What follows belongs to an exercise in optimizing a design on an open flow for small area, a short achievable clock period and few clock cycles per item; a production flow would make more cautious choices. At most, simulation tests tie the RTL to the original design; equivalence was not proved. No activity file was given, so power comes from the tool's default toggle rates.

// ams_frame_encoder
module ams_frame_encoder (
    input  wire        clk,
    input  wire        rst,
    input  wire        in_valid,
    output wire        in_ready,
    input  wire        in_clear,
    input  wire        in_stream,      
    input  wire [15:0] in_year,
    input  wire [7:0]  in_month,
    input  wire [7:0]  in_day,
    input  wire [7:0]  in_wday,
    input  wire [7:0]  in_hour,
    input  wire [7:0]  in_minute,
    input  wire [7:0]  in_second,
    input  wire [31:0] in_p,
    input  wire [31:0] in_po,
    input  wire [31:0] in_q,
    input  wire [31:0] in_qo,
    input  wire [31:0] in_i1,
    input  wire [31:0] in_i2,
    input  wire [31:0] in_i3,
    input  wire [15:0] in_u1,
    input  wire [15:0] in_u2,
    input  wire [15:0] in_u3,
    input  wire [31:0] in_tpi,
    input  wire [31:0] in_tpo,
    input  wire [31:0] in_tqi,
    input  wire [31:0] in_tqo,
    output wire        out_valid,
    input  wire        out_ready,
    output wire [7:0]  out_data,
    output wire        out_last
);
export LEC_CHECK = 0
export CAP_MARGIN = 20
export CORE_MARGIN = 2
export CORE_UTILIZATION = 40
export SLEW_MARGIN = 20
create_clock -name core_clock -period 10.0 [get_ports {clk}]
standard.sh (not shown) runs the stock make flow with config.mk's settings and CLKGATE_MAP_FILE= SYNTH_SCRIPT=/design/flow/synth_recipe.tcl, a recipe that flattens the netlist after the stock synthesis.
==> flow/flow/run.sh <==
#!/bin/bash
set -euo pipefail
export BUFFER_PORTS_ARGS="-buffer_cell sky130_fd_sc_hd__buf_1"
export SETUP_SLACK_MARGIN=7
bash standard.sh finish > standard_flow.log 2>&1
Testbench counts at the start, summed over its fixed seeds: cycles 73,138, items 512.
Next try:
--- a/flow/design.v
+++ b/flow/design.v
@@ -52,13 +52,12 @@
     wire e0_wh = {in_wday, in_hour} == {l0_w, l0_h};
     wire e1_wh = {in_wday, in_hour} == {l1_w, l1_h};
     wire e0_ms = v0 && (in_minute == l0_mi) && (in_second >= l0_s) && ({1'b0, in_second} <= l0_s9);
     wire [3:0] n_pt = in_stream ? {e1_y, e1_md, e1_wh, v1}
                                 : {e0_y, e0_md, e0_wh, e0_ms};
     reg       in_rdy;
-    reg       ld_rdy;          
     reg       act;             
     reg       c_str, c_clr;
     reg [3:0] c_pt;
     reg       p_v;             
     reg       p_str, p_clr;
     reg [3:0] p_pt;
@@ -253,31 +252,28 @@
     endfunction
     reg       out_v, out_l;
     reg [7:0] out_d;
     assign out_valid = out_v;
     assign out_data  = out_d;
     assign out_last  = out_l;
-    reg [7:0] crc_d;           
-    assign crc_upd = crc16_byte(crc, crc_d);
+    assign crc_upd = crc16_byte(crc, out_d);
     always @(posedge clk) begin
         if (rst)
             out_v <= 1'b0;
         else if (!out_v || out_ready)
             out_v <= act;
         if (push) begin
             out_d <= byte_o;
             out_l <= cur_last;
-            crc_d <= byte_o;
         end
     end
     always @(posedge clk) begin
         if (rst) begin
             act    <= 1'b0;
             p_v    <= 1'b0;
             in_rdy <= 1'b1;
-            ld_rdy <= 1'b1;
             v0     <= 1'b0;
             v1     <= 1'b0;
         end else begin
             if (start_c) begin
                 act   <= 1'b1;
                 c_str <= in_stream;
@@ -296,13 +292,12 @@
                 p_pt  <= n_pt;
             end else if (a_done) begin
                 p_v <= 1'b0;
             end
             in_rdy <= !accept && (a_done ? (!p_v || p_sgl)
                                          : (!p_v && (!act || c_sgl || tr)));
-            ld_rdy <= !accept && (!p_v || p_sgl) && (a_done || !act || c_sgl || tr);
             if (accept) begin
                 if (in_clear) begin
                     v0 <= 1'b0;
                     v1 <= 1'b0;
                 end else if (in_stream)
                     v1 <= 1'b1;
@@ -327,13 +322,13 @@
                 l0_w <= in_wday; l0_h <= in_hour; l0_mi <= in_minute;
                 l0_sr <= in_second;
             end
         end
     end
     always @(posedge clk) begin
-        if (ld_rdy)
+        if (in_rdy)
             ch <= {in_p, in_po, in_q, in_qo, in_i1, in_i2, in_i3,
                    in_u1, in_u2, in_u3, in_tpi, in_tpo, in_tqi, in_tqo};
         crc_pend <= push && (pos[8:2] != 7'd0) && !tr;
         if (!act || a_done)
             crc <= 16'hFFFF;
         else if (crc_pend)
Worst setup slack degrades by 0.080 ns; count of clock-buffer cells in the layout goes up by 6; synthesized cell count climbs by 2.3%; global-route usage is higher by 0.34 points; total power climbs by 2.7%; design area climbs by 3.6%; critical path depth is unchanged.
No functional check of the RTL was part of the second run of this note.

---

lane 1:
ams_frame_encoder, a different RTL version from the one above (not shown whole).
Size: ~570 flip-flops, roughly 480 I/O pins, about 26000 µm² of cells after synthesis.
==> flow/config.mk <==
export PLATFORM = sky130hd
export DESIGN_NAME = ams_frame_encoder
export DESIGN_NICKNAME = ams_frame_encoder
export VERILOG_FILES = /design/flow/design.v
export SDC_FILE = /design/flow/constraint.sdc
export NUM_CORES = 4
export LEC_CHECK = 0
export CAP_MARGIN = 20
export CORE_MARGIN = 2
export CORE_UTILIZATION = 40
export CTS_CLUSTER_DIAMETER = 80
export CTS_CLUSTER_SIZE = 20
export SLEW_MARGIN = 20
==> flow/constraint.sdc <==
create_clock -name core_clock -period 10.0 [get_ports {clk}]
set_input_delay 2.0000 -clock core_clock [delete_from_list [all_inputs] [get_ports {clk}]]
set_output_delay 2.0000 -clock core_clock [all_outputs]
set_load 0.01 [all_outputs]
==> flow/flow/run.sh <==
#!/bin/bash
set -euo pipefail
export BUFFER_PORTS_ARGS="-buffer_cell sky130_fd_sc_hd__buf_1"
export SETUP_SLACK_MARGIN=6.8
bash standard.sh finish > standard_flow.log 2>&1
## Diff of input files: lane 2 against lane 1
--- a/flow/design.v
+++ b/flow/design.v
@@ -30,55 +30,53 @@
     input  wire        out_ready,
     output wire [7:0]  out_data,
     output wire        out_last
 );
     reg        v0, v1;
     reg [15:0] l0_y;
     reg [7:0]  l0_mo, l0_d, l0_w, l0_h, l0_mi;
-    reg [4:0]  l0_q;
+    reg [7:0]  l0_sr;
     reg [15:0] l1_y;
     reg [7:0]  l1_mo, l1_d, l1_w, l1_h;
-    reg [4:0] sec_q;
-    reg [7:0] l0_s;
-    integer   ti;
-    always @* begin
-        sec_q = 5'd0;
-        for (ti = 10; ti < 256; ti = ti + 10)
-            if (in_second >= ti) sec_q = ti / 10;
-    end
-    always @* begin
-        l0_s = 8'd0;
-        for (ti = 1; ti < 26; ti = ti + 1)
-            if (l0_q == ti) l0_s = ti * 10;
+    reg  [4:0] l0_q;
+    reg  [7:0] l0_s;
+    reg  [8:0] l0_s9;
+    always @(posedge clk) begin
+        l0_q  <= l0_sr / 8'd10;
+        l0_s  <= {3'd0, l0_q} * 8'd10;
+        l0_s9 <= {4'd0, l0_q} * 9'd10 + 9'd9;
     end
-    wire e0_a = v0 && ({in_year, in_month, in_day} == {l0_y, l0_mo, l0_d});
-    wire e1_a = v1 && ({in_year, in_month, in_day} == {l1_y, l1_mo, l1_d});
-    wire e0_b = {in_wday, in_hour, in_minute} == {l0_w, l0_h, l0_mi};
-    wire e1_b = {in_wday, in_hour} == {l1_w, l1_h};
-    wire e0_c = sec_q == l0_q;
-    wire [4:0] n_pt = {e1_a, e1_b, e0_a, e0_b, e0_c};
+    wire e0_y  = in_year == l0_y;
+    wire e1_y  = in_year == l1_y;
+    wire e0_md = {in_month, in_day} == {l0_mo, l0_d};
+    wire e1_md = {in_month, in_day} == {l1_mo, l1_d};
+    wire e0_wh = {in_wday, in_hour} == {l0_w, l0_h};
+    wire e1_wh = {in_wday, in_hour} == {l1_w, l1_h};
+    wire e0_ms = v0 && (in_minute == l0_mi) && (in_second >= l0_s) && ({1'b0, in_second} <= l0_s9);
+    wire [3:0] n_pt = in_stream ? {e1_y, e1_md, e1_wh, v1}
+                                : {e0_y, e0_md, e0_wh, e0_ms};
     reg       in_rdy;
     reg       ld_rdy;          
     reg       act;             
     reg       c_str, c_clr;
-    reg [4:0] c_pt;
+    reg [3:0] c_pt;
     reg       p_v;             
     reg       p_str, p_clr;
-    reg [4:0] p_pt;
-    wire c_dup = c_str ? (c_pt[4] & c_pt[3]) : (&c_pt[2:0]);
+    reg [3:0] p_pt;
+    wire c_dup = &c_pt;
     wire c_sgl = c_clr | c_dup;        
     wire c_sup = !c_clr & c_dup;       
-    wire p_sgl = p_clr | (p_str ? (p_pt[4] & p_pt[3]) : (&p_pt[2:0]));
+    wire p_sgl = p_clr | (&p_pt);
     assign in_ready = in_rdy;
     wire accept = in_valid && in_rdy;
     wire push = act && (!out_v || out_ready);
     reg  [8:0] pos;
     wire [4:0] blk  = pos[8:4];
     wire [3:0] off  = pos[3:0];
-    wire       pre  = (pos[8:7] == 2'd0) && !(pos[6] && pos[5]);    
+    wire       pre  = (pos < 9'd96);
     wire       tr   = c_str ? (blk == 5'd22) : (blk == 5'd16);
     wire       mid  = c_str && (blk == 5'd16 || blk == 5'd17);
     wire       ent  = !pre && !tr && !mid;
     wire       u16  = (blk == 5'd13) || (blk == 5'd14) || (blk == 5'd15);
     wire       rd   = ent && off[3] && (off[2:0] != 3'd0);      
     wire       jump = (pre && pos[6:0] == 7'd92)
                    || (ent && (u16 ? off == 4'd10 : off == 4'd12))
@@ -233,15 +231,14 @@
                       | ({8{ent}} & ent_b)
                       | ({8{is_dt}} & head)
                       | ({8{tr & ~off[1] & ~off[0]}} & ~crc_f[7:0])
                       | ({8{tr & ~off[1] &  off[0]}} & ~crc[15:8])
                       | ({8{tr & off[1]}} & 8'h7E)
                       | {7'd0, (pos == 9'd0) & c_sup};
     wire cur_last = c_sgl || (tr && off[1]);
-    wire cov      = (pos[8:2] != 7'd0) && !tr;     
     wire a_done   = push && cur_last;
     wire start_c  = accept && (!act || a_done);    
     function [15:0] crc16_byte;
         input [15:0] c_in;
         input [7:0]  d;
         integer k;
         reg [15:0] c;
@@ -265,17 +262,16 @@
         if (rst)
             out_v <= 1'b0;
         else if (!out_v || out_ready)
             out_v <= act;
         if (push) begin
             out_d <= byte_o;
             out_l <= cur_last;
-        end
-        if (push && cov)
             crc_d <= byte_o;
+        end
     end
     always @(posedge clk) begin
         if (rst) begin
             act    <= 1'b0;
             p_v    <= 1'b0;
             in_rdy <= 1'b1;
             ld_rdy <= 1'b1;
@@ -325,22 +321,22 @@
         if (accept && !in_clear) begin
             if (in_stream) begin
                 l1_y <= in_year; l1_mo <= in_month; l1_d <= in_day;
                 l1_w <= in_wday; l1_h <= in_hour;
             end else begin
                 l0_y <= in_year; l0_mo <= in_month; l0_d <= in_day;
                 l0_w <= in_wday; l0_h <= in_hour; l0_mi <= in_minute;
-                l0_q <= sec_q;
+                l0_sr <= in_second;
             end
         end
     end
     always @(posedge clk) begin
         if (ld_rdy)
             ch <= {in_p, in_po, in_q, in_qo, in_i1, in_i2, in_i3,
                    in_u1, in_u2, in_u3, in_tpi, in_tpo, in_tqi, in_tqo};
-        crc_pend <= push && cov;
+        crc_pend <= push && (pos[8:2] != 7'd0) && !tr;
         if (!act || a_done)
             crc <= 16'hFFFF;
         else if (crc_pend)
             crc <= crc_upd;
     end
 endmodule
Across lane 2 and lane 1, the outcome is the same: a clean finish for every run.
Combinational cell fraction of total power on lane 2 is up relative to lane 1.
In lane 2 the met3 wire length turned out about 20% lower than in lane 1.
Final cell area: lane 2 below lane 1
Lane 2 vs lane 1 — total chip power climbed by a few percent
Post-place instance area of lane 1 is on par with lane 2.
Lane 2 vs. lane 1: total global-route track usage dropped 1.5 points, share of the synthesized area in compound gates (AO/OA/AOI/OAI) dropped 0.23 points.
Lane 1 -> lane 2: flip-flop and latch count after synthesis increased slightly
The combinational power in lane 1 is 0.881 times that in lane 2.
Testbench counts of lane 2, summed over its fixed seeds: cycles 73,138, items 512.
No functional check of the RTL was part of lane 1.

## afterwards: timing with drivers on the ports
Ports are ideal in the flow. The routed layouts listed here were re-timed in OpenROAD.
Step 1: set_driving_cell puts a clkbuf_16 on clk and a buf_2 on each other input, an assumption about the parent block.
Step 2 moves the port delays by t, midway between the first and last clock arrival at a register: inputs arrive t later, outputs are due t later. That takes back most of the time a late clock gives input paths.
a / b / c = ideal / step 1 / step 2; a / b = the first two.
| run | shift t [ns] | setup WS [ns] | worst register clock-pin slew, ns | worst data-port slew with drivers (ns) | pins driven straight from the clock port |
|---|---|---|---|---|---|
| the first run of note 1 | 0.710 | 6.681 / 6.612 / 6.129 | 0.07 / 0.07 | 0.18 | 1 |
| the second run of note 1 | 0.685 | 6.601 / 6.534 / 6.161 | 0.07 / 0.07 | 0.15 | 1 |
| lane 1 | 0.654 | 6.592 / 6.592 / 6.055 | 0.10 / 0.10 | 0.13 | 1 |
| lane 2 | 0.669 | 6.734 / 6.668 / 6.206 | 0.09 / 0.09 | 0.16 | 1 |
After both steps every run listed still meets setup and hold. For the first run of note 1, which loses most, drivers alone change the setup slack by -0.069 ns; drivers and shift together by -0.552 ns.
